From an optimization exercise on the open Yosys and OpenROAD flow, aimed at small area, a short achievable clock period and few clock cycles; shortcuts taken in it are not production practice. Only simulation tests tie the RTL to the original design; equivalence was not proved. Power and IR drop assume default switching activity.

==> run K: inputs <==
Design pse_query, start of the top module:
module pse_query (
    input  wire               clk,
    input  wire               rst,
    input  wire               start,
    input  wire [2:0]         op,
    input  wire signed [31:0] qx0,
    input  wire signed [31:0] qy0,
    input  wire signed [31:0] qx1,
    input  wire signed [31:0] qy1,
    input  wire [12:0]        tab_w,
    input  wire [12:0]        tab_h,
    output wire               ready,
    output reg                done,
    output reg                fault,
    output reg  [31:0]        res_u32,
    output wire [63:0]        res_f64,
    output reg  [11:0]        rect_x0,
    output reg  [11:0]        rect_y0,
    output reg  [11:0]        rect_x1,
    output reg  [11:0]        rect_y1,
    output reg                mem_req,
    output reg                mem_tab,
    output reg  [23:0]        mem_addr,
    input  wire [31:0]        mem_rdata
);
clock: 12.0 ns
lec_check: 0
cap_margin: 20
core_margin: 2
core_utilization: 40
setup_slack_margin: 5
slew_margin: 20
run.sh (not shown) runs the stock make flow with config.mk's settings and CLKGATE_MAP_FILE= SYNTH_SCRIPT=/design/flow/synth_recipe.tcl, a recipe that flattens the netlist after the stock synthesis.
==> run M (differences from run K) <==
--- a/flow/design.v
+++ b/flow/design.v
@@ -48,55 +48,63 @@
     output reg                mem_tab,
     output reg  [23:0]        mem_addr,
     input  wire [31:0]        mem_rdata
 );
     localparam OP_QSUM = 3'd0, OP_QAVG = 3'd1, OP_QNZC = 3'd2, OP_QNZAVG = 3'd3,
                OP_TRDS = 3'd4, OP_TRDN = 3'd5;
     localparam K    = 4;                           
     localparam NCYC = 56 / K;                      
-    wire [32:0] dx   = {qx1[31], qx1} - {qx0[31], qx0};
-    wire [32:0] dy   = {qy1[31], qy1} - {qy0[31], qy0};
-    wire signed [31:0] nx0 = dx[32] ? qx1 : qx0;
-    wire signed [31:0] nx1 = dx[32] ? qx0 : qx1;
-    wire signed [31:0] ny0 = dy[32] ? qy1 : qy0;
-    wire signed [31:0] ny1 = dy[32] ? qy0 : qy1;
-    wire [11:0] wmax = tab_w[11:0] - 12'd1;
-    wire [11:0] hmax = tab_h[11:0] - 12'd1;
+    reg               l_full;
+    reg [2:0]         l_op;
+    reg signed [31:0] l_x0, l_y0, l_x1, l_y1;
+    reg [12:0]        l_w, l_h;
+    assign ready = !l_full;
+    wire [32:0]        dx   = {l_x1[31], l_x1} - {l_x0[31], l_x0};
+    wire [32:0]        dy   = {l_y1[31], l_y1} - {l_y0[31], l_y0};
+    wire               x_sw = dx[32];
+    wire               y_sw = dy[32];
+    wire signed [31:0] nx0 = x_sw ? l_x1 : l_x0;
+    wire signed [31:0] nx1 = x_sw ? l_x0 : l_x1;
+    wire signed [31:0] ny0 = y_sw ? l_y1 : l_y0;
+    wire signed [31:0] ny1 = y_sw ? l_y0 : l_y1;
+    wire [11:0] wmax = l_w[11:0] - 12'd1;
+    wire [11:0] hmax = l_h[11:0] - 12'd1;
     wire [11:0] cx0, cx1, cy0, cy1;
     pse_clamp u_cx0 (.v(nx0), .hi(wmax), .c(cx0));
     pse_clamp u_cx1 (.v(nx1), .hi(wmax), .c(cx1));
     pse_clamp u_cy0 (.v(ny0), .hi(hmax), .c(cy0));
     pse_clamp u_cy1 (.v(ny1), .hi(hmax), .c(cy1));
+    wire [32:0] qw = x_sw ? ~dx + 33'd2 : dx + 33'd1;     
+    wire [32:0] qh = y_sw ? ~dy + 33'd2 : dy + 33'd1;
     wire        xen = (cx0 != 12'd0);
     wire        yen = (cy0 != 12'd0);
-    wire c_trd   = (op == OP_TRDS) || (op == OP_TRDN);
-    wire trd_oob = qx0[31] || (qx0[30:12] != 19'd0) || (qx0[11:0] > wmax) ||
-                   qy0[31] || (qy0[30:12] != 19'd0) || (qy0[11:0] > hmax);
-    wire c_fault = (op[2:1] == 2'b11) || (c_trd && trd_oob);
+    wire trd_oob = l_x0[31] || (l_x0[30:12] != 19'd0) || (l_x0[11:0] > wmax) ||
+                   l_y0[31] || (l_y0[30:12] != 19'd0) || (l_y0[11:0] > hmax);
+    wire l_trd   = (l_op == OP_TRDS) || (l_op == OP_TRDN);
+    wire l_fault = (l_op[2:1] == 2'b11) || (l_trd && trd_oob);
+    wire l_qavg  = (l_op == OP_QAVG);
     wire [3:0] tmask = {xen && yen, yen, xen, 1'b1};
-    reg  [7:0] c_mask;
+    reg  [7:0] l_mask;
     always @* begin
-        case (op)
-            OP_QSUM, OP_QAVG: c_mask = {4'd0, tmask};
-            OP_QNZC:          c_mask = {tmask, 4'd0};
-            OP_QNZAVG:        c_mask = {tmask, tmask};
-            OP_TRDN:          c_mask = 8'h10;
-            default:          c_mask = 8'h01;      
+        case (l_op)
+            OP_QSUM, OP_QAVG: l_mask = {4'd0, tmask};
+            OP_QNZC:          l_mask = {tmask, 4'd0};
+            OP_QNZAVG:        l_mask = {tmask, tmask};
+            OP_TRDN:          l_mask = 8'h10;
+            default:          l_mask = 8'h01;      
         endcase
     end
     reg        i_act;         
     reg        i_started;     
     reg        i_mpend;       
-    reg        i_mul;         
     reg        i_noreq;       
     reg [7:0]  i_mask;        
     reg [11:0] i_x1, i_y1, i_x0m, i_y0m;
     reg [12:0] i_w;
-    reg [32:0] i_dx, i_dy;    
     reg        i_avg, i_qavg, i_nzavg, i_nzsel, i_fault;
     wire [7:0] t_one  = i_mask & (~i_mask + 8'd1);
     wire [7:0] m_next = i_mask & ~t_one;
     wire [1:0] t_sub  = {t_one[2] | t_one[3] | t_one[6] | t_one[7],
                          t_one[1] | t_one[3] | t_one[5] | t_one[7]};
     wire       t_nz   = |t_one[7:4];
     wire       t_last = (m_next == 8'd0);
     wire [11:0] t_x   = (t_sub == 2'd0 || t_sub == 2'd2) ? i_x1 : i_x0m;
@@ -106,32 +114,31 @@
     reg [1:0]  au_n;          
     reg        au_cmpl;       
     reg [31:0] acc_s, acc_n;
     reg        p_valid, p_neg, p_nz, p_first, p_last, p_cst;
     reg        a_valid, a_neg, a_nz, a_first, a_last, a_cst;
     reg        m_avg, m_qavg, m_nzavg, m_nzsel, m_fault;
     reg [11:0] m_rx0, m_ry0, m_rx1, m_ry1;
     reg        m_prod_ok;     
+    wire [31:0] acc_o  = a_nz ? acc_n : acc_s;
+    wire [31:0] acc_nx = a_first ? mem_rdata : a_neg ? acc_o - mem_rdata : acc_o + mem_rdata;
     reg        m2_v;          
     reg        m2_fault;
     reg [31:0] m2_u32;
     reg [11:0] m2_rx0, m2_ry0, m2_rx1, m2_ry1;
     reg [52:0] m_prod;
     reg [6:0]  m_pexp;
     reg        mu_busy, mu_fin;
     reg        mu_nrm;         
     reg [32:0] mu_w;           
     reg [33:0] mu_h;           
     reg [32:0] mu_acc;
     reg [4:0]  mu_cnt;         
     reg signed [7:0] mu_exp;
-    wire [32:0] i_wv = i_dx[32] ? ~i_dx + 33'd2 : i_dx + 33'd1;    
-    wire [32:0] i_hv = i_dy[32] ? ~i_dy + 33'd2 : i_dy + 33'd1;
-    wire        mu_load = i_mul && !mu_busy;
     wire [32:0] wn;
     wire [5:0]  wlz;
     pse_u2f #(.W(33), .LW(6)) u_wn (.val(mu_w), .mant(wn), .lz(wlz));
     reg  [5:0]  hlen;          
     integer hi;
     always @* begin
         hlen = 6'd0;
         for (hi = 0; hi < 34; hi = hi + 1)
@@ -234,50 +241,62 @@
     wire        fn_inx = !(fn_z0 || fn_z1);
     wire [52:0] r_mant = be_qp[55:3];
     wire        r_g    = be_qp[2];
     wire        r_s    = (|be_qp[1:0]) | be_inx;
     wire [53:0] r_rnd  = {1'b0, r_mant} + {53'd0, r_g & (r_s | r_mant[0])};
     wire [10:0] r_bexp = {{3{be_e[7]}}, be_e} + 11'd1022 + {10'd0, be_top} + {10'd0, r_rnd[53]};
     assign res_f64 = be_zero ? 64'd0 : {1'b0, r_bexp, r_rnd[51:0]};
     wire first_ok = (au_n == 2'd0) ||
-                    (au_n == 2'd1 && !m2_v && (!m_qavg || m_prod_ok) &&
-                     (!be_busy || be_cnt <= 5'd1 || !m_avg));
+                    (au_n == 2'd1 && (!m_qavg || m_prod_ok) &&
+                     (m2_v ? (!be_busy || be_cnt == 5'd0) :
+                             (!m_avg || !be_busy || be_cnt <= 5'd1)));
     wire issue    = i_act && (i_started || first_ok);
     wire copy_now = a_valid && a_cst;
     wire i_free   = (!i_act || (issue && t_last)) &&
-                    (!i_mpend || copy_now) && !(issue && !i_started) && !(i_mul && !mu_load);
-    wire accept   = start && i_free;
-    assign ready  = i_free;
+                    (!i_mpend || copy_now) && !(issue && !i_started);
+    wire prep     = l_full && i_free && (!l_qavg || !mu_busy);
     wire m_out    = (au_n != 2'd0) && au_cmpl && !m2_v;
     wire hand     = m_out && !be_busy && (!m_qavg || m_prod_ok);
     wire mv       = m_out && be_busy && !m_avg;      
     wire m2_out   = m2_v && !be_busy;
     wire h_zero   = (acc_s == 32'd0) || (m_nzavg && acc_n == 32'd0);
     always @(posedge clk) begin
         if (rst) begin
+            l_full    <= 1'b0;
             i_act     <= 1'b0;
             i_started <= 1'b0;
             i_mpend   <= 1'b0;
-            i_mul     <= 1'b0;
             mem_req   <= 1'b0;
             p_valid   <= 1'b0;
             a_valid   <= 1'b0;
             au_n      <= 2'd0;
             au_cmpl   <= 1'b0;
             m_qavg    <= 1'b0;
             m_prod_ok <= 1'b0;
             m2_v      <= 1'b0;
             mu_busy   <= 1'b0;
             mu_fin    <= 1'b0;
             be_busy   <= 1'b0;
             done      <= 1'b0;
             fault     <= 1'b0;
         end else begin
             done <= 1'b0;
+            if (!l_full && start) begin
+                l_full <= 1'b1;
+                l_op   <= op;
+                l_x0   <= qx0;
+                l_y0   <= qy0;
+                l_x1   <= qx1;
+                l_y1   <= qy1;
+                l_w    <= tab_w;
+                l_h    <= tab_h;
+            end else if (prep) begin
+                l_full <= 1'b0;
+            end
             mem_req <= 1'b0;
             p_valid <= issue;
             if (issue) begin
                 mem_req   <= !i_noreq;
                 mem_tab   <= t_nz;
                 mem_addr  <= t_y * i_w + {12'd0, t_x};
                 p_neg     <= t_neg;
                 p_nz      <= t_nz;
@@ -285,43 +304,38 @@
                 p_last    <= t_last;
                 p_cst     <= !i_started;
                 i_mask    <= m_next;
                 i_started <= 1'b1;
                 if (t_last) i_act <= 1'b0;
             end
             if (issue && !i_started) i_mpend <= 1'b1;
             else if (copy_now)       i_mpend <= 1'b0;
-            if (accept) begin
+            if (prep) begin
                 i_act     <= 1'b1;
                 i_started <= 1'b0;
-                i_mask    <= c_mask;
-                i_noreq   <= c_fault;
-                i_x1      <= c_trd ? qx0[11:0] : cx1;
-                i_y1      <= c_trd ? qy0[11:0] : cy1;
+                i_mask    <= l_mask;
+                i_noreq   <= l_fault;
+                i_x1      <= l_trd ? l_x0[11:0] : cx1;
+                i_y1      <= l_trd ? l_y0[11:0] : cy1;
                 i_x0m     <= cx0 - 12'd1;
                 i_y0m     <= cy0 - 12'd1;
-                i_w       <= tab_w;
-                i_dx      <= dx;
-                i_dy      <= dy;
-                i_mul     <= op == OP_QAVG;
-                i_avg     <= op == OP_QAVG || op == OP_QNZAVG;
-                i_qavg    <= op == OP_QAVG;
-                i_nzavg   <= op == OP_QNZAVG;
-                i_nzsel   <= op == OP_QNZC || op == OP_QNZAVG || op == OP_TRDN;
-                i_fault   <= c_fault;
-            end else if (mu_load) begin
-                i_mul     <= 1'b0;
+                i_w       <= l_w;
+                i_avg     <= !l_fault && (l_op == OP_QAVG || l_op == OP_QNZAVG);
+                i_qavg    <= l_op == OP_QAVG;
+                i_nzavg   <= l_op == OP_QNZAVG;
+                i_nzsel   <= l_op == OP_QNZC || l_op == OP_QNZAVG || l_op == OP_TRDN;
+                i_fault   <= l_fault;
             end
-            if (mu_load) begin
+            if (prep && l_qavg) begin
                 mu_busy <= 1'b1;
                 mu_fin  <= 1'b0;
                 mu_nrm  <= 1'b1;
-                mu_w    <= i_wv;
-                mu_h    <= {1'b0, i_hv};
+                mu_w    <= qw;
+                mu_h    <= {1'b0, qh};
                 mu_acc  <= 33'd0;
             end else if (mu_busy && mu_nrm) begin
                 mu_nrm  <= 1'b0;
                 mu_w    <= wn;
                 mu_exp  <= -$signed({2'b00, wlz});
                 mu_cnt  <= hlen[5:1] + {4'd0, hlen[0]};
             end else if (mu_busy && !mu_fin) begin
                 mu_acc  <= mu_s2[33:1];
@@ -332,18 +346,18 @@
             end
             a_valid <= p_valid;
             a_neg   <= p_neg;
             a_nz    <= p_nz;
             a_first <= p_first;
             a_last  <= p_last;
             a_cst   <= p_cst;
             if (a_valid) begin
-                if (a_nz) acc_n <= a_first ? mem_rdata : a_neg ? acc_n - mem_rdata : acc_n + mem_rdata;
-                else      acc_s <= a_first ? mem_rdata : a_neg ? acc_s - mem_rdata : acc_s + mem_rdata;
+                if (a_nz) acc_n <= acc_nx;
+                else      acc_s <= acc_nx;
             end
             if (copy_now) begin
                 m_avg     <= i_avg;
                 m_qavg    <= i_qavg;
                 m_nzavg   <= i_nzavg;
                 m_nzsel   <= i_nzsel;
                 m_fault   <= i_fault;
                 m_rx0     <= i_x0m + 12'd1;
Settings changed: CAP_MARGIN 20 to 0, SLEW_MARGIN 20 to 0.
==> summary of the runs <==
- Maximum frequency: run M is larger than run K (6.0%).
- Against run K, the sequential share of layout area of run M is higher by 2.8 points.
- In run M the die area is higher than in run K, by 2.6%.
- Against run K, the critical path depth of run M is higher by 7.
- In sequential power, run M and run K hardly differ.
- Against run M, the clock power of run K is smaller by 8.9%.
Testbench counts of run K, summed over its fixed seeds: cycles 36,083.
Testbench counts of run M, summed over its fixed seeds: cycles 34,915.

-- re-timing with driven ports --
Ports are ideal in the flow. The routed layouts listed here were re-timed in OpenROAD. Step 1: set_driving_cell puts a clkbuf_16 on clk and a buf_2 on each other input, an assumption about the parent block. Step 2 adds t to the input delays and takes it off the output delays; t is the mean of the earliest and latest rising clock arrival at the registers after step 1. Input paths then give back, and output paths get back, about the clock's delay inside the block. Slacks: ideal / step 1 / step 2; pairs: ideal / step 1.
run | t (ns) | setup WS [ns] | clock arrival spread, ns | worst register clock-pin slew, ns | worst slew at a driven data input, ns
run K | 0.854 | 4.641 / 4.636 / 3.782 | 0.058 / 0.058 | 0.07 / 0.07 | 0.16
run M | 0.867 | 5.055 / 5.055 / 4.469 | 0.034 / 0.035 | 0.07 / 0.07 | 0.17
After both steps setup and hold are still met in every run listed. For run K, which loses most, drivers alone change the setup slack by -0.005 ns; drivers and shift together by -0.859 ns.
